Source: an optimization exercise on an open RTL-to-GDS flow (aim: small area). Production flows keep margins and buffers that such runs may drop.
Only simulation tests tie the RTL to the original design; equivalence was not proved.
No driver is modelled on the clock port, so clocking that relies on it looks cheaper here than on a real chip.

==> inputs of v39 <==
## vwradio_cmd
module vwradio_cmd (
    input  wire       clk,
    input  wire       rst,
    input  wire       rx_valid,
    input  wire [7:0] rx_data,
    output wire       rx_ready,
    input  wire       tick,
    output wire       tx_valid,
    output wire [7:0] tx_data,
    output wire       tx_last,
    input  wire       tx_ready,
    output reg  [1:0] led,
    output reg        co_valid,
    output reg  [1:0] co_kind,
    output reg  [7:0] co_data
);
    localparam [10:0] AGE_0      = 11'd1;
    localparam [10:0] AGE_T_IDLE = 11'd1257;
    localparam [7:0] ACK_BYTE = 8'h06;
    localparam [7:0] NAK_BYTE = 8'h15;
    localparam [1:0] AREA_DISPLAY = 2'd0;
    localparam [1:0] AREA_PICTO   = 2'd1;
    localparam [1:0] AREA_CHARGEN = 2'd2;
    localparam [1:0] AREA_NONE    = 2'd3;
    localparam [3:0] C_NAK  = 4'd0;
    localparam [3:0] C_ECHO = 4'd1;
    localparam [3:0] C_LED  = 4'd2;
    localparam [3:0] C_RSR  = 4'd3;    
    localparam [3:0] C_ACK  = 4'd4;    
    localparam [3:0] C_UR   = 4'd5;    
    localparam [3:0] C_UD   = 4'd6;    
    localparam [3:0] C_US   = 4'd7;    
    localparam [3:0] C_FC   = 4'd8;    
    localparam [3:0] C_FS   = 4'd9;    
    localparam [3:0] C_RST  = 4'd10;   
    localparam [3:0] S_IDLE  = 4'd0;
    localparam [3:0] S_CODE  = 4'd1;
    localparam [3:0] S_ARGS  = 4'd2;
    localparam [3:0] S_EXEC  = 4'd3;
    localparam [3:0] S_PROC1 = 4'd4;
    localparam [3:0] S_PROCN = 4'd5;
    localparam [3:0] S_FPEND = 4'd6;
    localparam [3:0] S_CLR1  = 4'd7;
    localparam [3:0] S_CLR2  = 4'd8;
    localparam [3:0] S_ACK   = 4'd9;
    localparam [3:0] S_ECHO  = 4'd10;
    localparam [3:0] S_DH    = 4'd11;
    localparam [3:0] S_DD    = 4'd12;
    localparam [3:0] S_DP    = 4'd13;
    localparam [3:0] S_DC    = 4'd14;
    localparam [1:0] M254 = 2'd0;
    localparam [1:0] M50  = 2'd1;
    localparam [1:0] M112 = 2'd2;
    reg       rx_rdy;
    reg       tx_v;
    reg [7:0] tx_d;
    reg       tx_l;
    assign rx_ready = rx_rdy;
    assign tx_valid = tx_v;
    assign tx_data  = tx_d;
    assign tx_last  = tx_l;
    reg [254*8-1:0] fr;     
  ...
export LEC_CHECK = 0
export ABC_AREA = 1
export CAP_MARGIN = 20
export CORE_MARGIN = 2
export CORE_UTILIZATION = 65
export PLACE_DENSITY = 0.75
export SLEW_MARGIN = 20
create_clock -name core_clock -period 10.0 [get_ports {clk}]
standard.sh (not shown) runs the stock make flow with config.mk's settings and CLKGATE_MAP_FILE= SYNTH_SCRIPT=/design/flow/synth_recipe.tcl, a recipe that flattens the netlist after the stock synthesis.
==> flow/flow/run.sh <==
#!/bin/bash
# Layout flow: the standard layout (standard.sh, with its unchanged synthesis), except
#  - the port buffers are the smallest buffer cell.
# Each tool's output goes to a log of its own in this folder (ORFS steps also log under orfs/logs/).
set -euo pipefail
here=$(pwd)
export BUFFER_PORTS_ARGS="-buffer_cell sky130_fd_sc_hd__buf_1"
bash standard.sh place > flow_place.log 2>&1

base="-sink_clustering_enable -repair_clock_nets -dont_use_dummy_load"
export TRY_DIR=$here/orfs/results/sky130hd/vwradio_cmd/base
export MIN_ROUTING_LAYER=met1 MAX_ROUTING_LAYER=met5 MIN_CLK_ROUTING_LAYER=met3
cfgs=("16 36 150" "16 32 120" "16 32 100" "16 30 100" "16 30 80" "16 28 100" "16 28 80" "16 26 100"
      "16 26 80" "16 24 100" "16 24 80" "16 22 80" "16 22 100" "16 20 100" "16 20 80" "16 18 80")
par=${NUM_CORES:-4}
i=0
for cfg in "${cfgs[@]}"; do
  set -- $cfg
  i=$((i + 1))
  TRY_CTS_ARGS="$base -buf_list sky130_fd_sc_hd__clkbuf_$1 -sink_clustering_size $2 -sink_clustering_max_diameter $3" \
    openroad -no_init -threads 1 -exit flow/cts_try.tcl > cts_try_$i.log 2>&1 &
  if (( i % par == 0 )); then wait; fi
done
wait
chosen=""
best=""
i=0
for cfg in "${cfgs[@]}"; do
  set -- $cfg
  i=$((i + 1))
  args="$base -buf_list sky130_fd_sc_hd__clkbuf_$1 -sink_clustering_size $2 -sink_clustering_max_diameter $3"
  res=$(grep TRY_RESULT cts_try_$i.log | tail -1 || true)
  echo "clkbuf_$1 size $2 diameter $3: $res" >> cts_try_summary.log
  slew=$(echo "$res" | awk '{print $2}')
  area=$(echo "$res" | awk '{print $3}')
  tree=$(echo "$res" | awk '{print $4}')
  if [[ -n "$slew" && -n "$tree" ]] && awk -v s="$slew" -v t="$tree" 'BEGIN{exit !(s < 0.116 && t < 0.35)}'; then
    if [[ -z "$best" ]] || awk -v a="$area" -v b="$best" 'BEGIN{exit !(a < b)}'; then
      best="$area"
      chosen="$args"
    fi
  fi
done
if [[ -z "$chosen" ]]; then
  chosen="$base -buf_list sky130_fd_sc_hd__clkbuf_16 -sink_clustering_size 12 -sink_clustering_max_diameter 50"
fi
echo "chosen: $chosen" >> cts_try_summary.log
export CTS_ARGS="$chosen"
bash standard.sh finish > flow_finish.log 2>&1
Other scripts of this flow, unchanged in this note and not shown: flow/flow/cts_try.tcl
==> inputs of v28, as changes to v39 <==
--- a/flow/flow/run.sh
+++ b/flow/flow/run.sh
@@ -34,7 +34,7 @@
   slew=$(echo "$res" | awk '{print $2}')
   area=$(echo "$res" | awk '{print $3}')
   tree=$(echo "$res" | awk '{print $4}')
-  if [[ -n "$slew" && -n "$tree" ]] && awk -v s="$slew" -v t="$tree" 'BEGIN{exit !(s < 0.116 && t < 0.35)}'; then
+  if [[ -n "$slew" && -n "$tree" ]] && awk -v s="$slew" -v t="$tree" 'BEGIN{exit !(s < 0.128 && t < 0.35)}'; then
     if [[ -z "$best" ]] || awk -v a="$area" -v b="$best" 'BEGIN{exit !(a < b)}'; then
       best="$area"
       chosen="$args"
Settings changed: CORE_UTILIZATION 65 to 60, PLACE_DENSITY 0.75 to 0.7.
==> reports/metrics.yaml <==
vias: 29579
setup_slack_ns: 3.245
fin_area_um2: 77720
wirelength_met1_um: 55010
switching_power_w: 0.004331
grtUsageMet1: 0.2966
outcome: "complete, no violations"
rrSetupSlack_ns: 5.21
area_growth_pct: 7.689
final-instance-count-excl-fill: 6264
max_slew_margin: 0.3030
reg2regPathDepth: 32
[end of results for v39]
==> reports/metrics.yaml <==
switching_power_w: 0.004121
reg2regPathDepth: 30
fin_area_um2: 77090
final-instance-count-excl-fill: 6358
outcome: "complete, no violations"
grtUsageMet1: 0.2573
vias: 28992
max_freq_ghz: 0.1468
max_slew_margin: 0.1947
setup_slack_ns: 3.187
rrSetupSlack_ns: 5.19
area_growth_pct: 6.822
[end of results for v28]

what the ideal ports hide:
The flow's constraints put no driver on any port. The routed layouts listed below were extracted and timed again, unchanged, in two steps. Step 1: set_driving_cell puts a clkbuf_16 on clk and a buf_2 on each other input, an assumption about the parent block. Step 2 moves the port delays by t, midway between the first and last clock arrival at a register: inputs arrive t later, outputs are due t later. That takes back most of the time a late clock gives input paths. Three values: ideal, step 1, step 2; two values: the first two.
run | t (ns) | setup slack, ns | worst hold slack (ns) | worst setup path after step 2 | slew at the worst register clock pin (ns)
v39 | 0.811 | 3.245 / 3.202 / 3.202 | 0.284 / 0.284 / 0.284 | input to output | 0.10 / 0.10
v28 | 0.767 | 3.187 / 3.149 / 3.149 | 0.264 / 0.264 / 0.264 | input to output | 0.11 / 0.11
After both steps every run listed still meets setup and hold. For v39, which loses most, drivers alone change the setup slack by -0.043 ns; drivers and shift together by -0.043 ns.
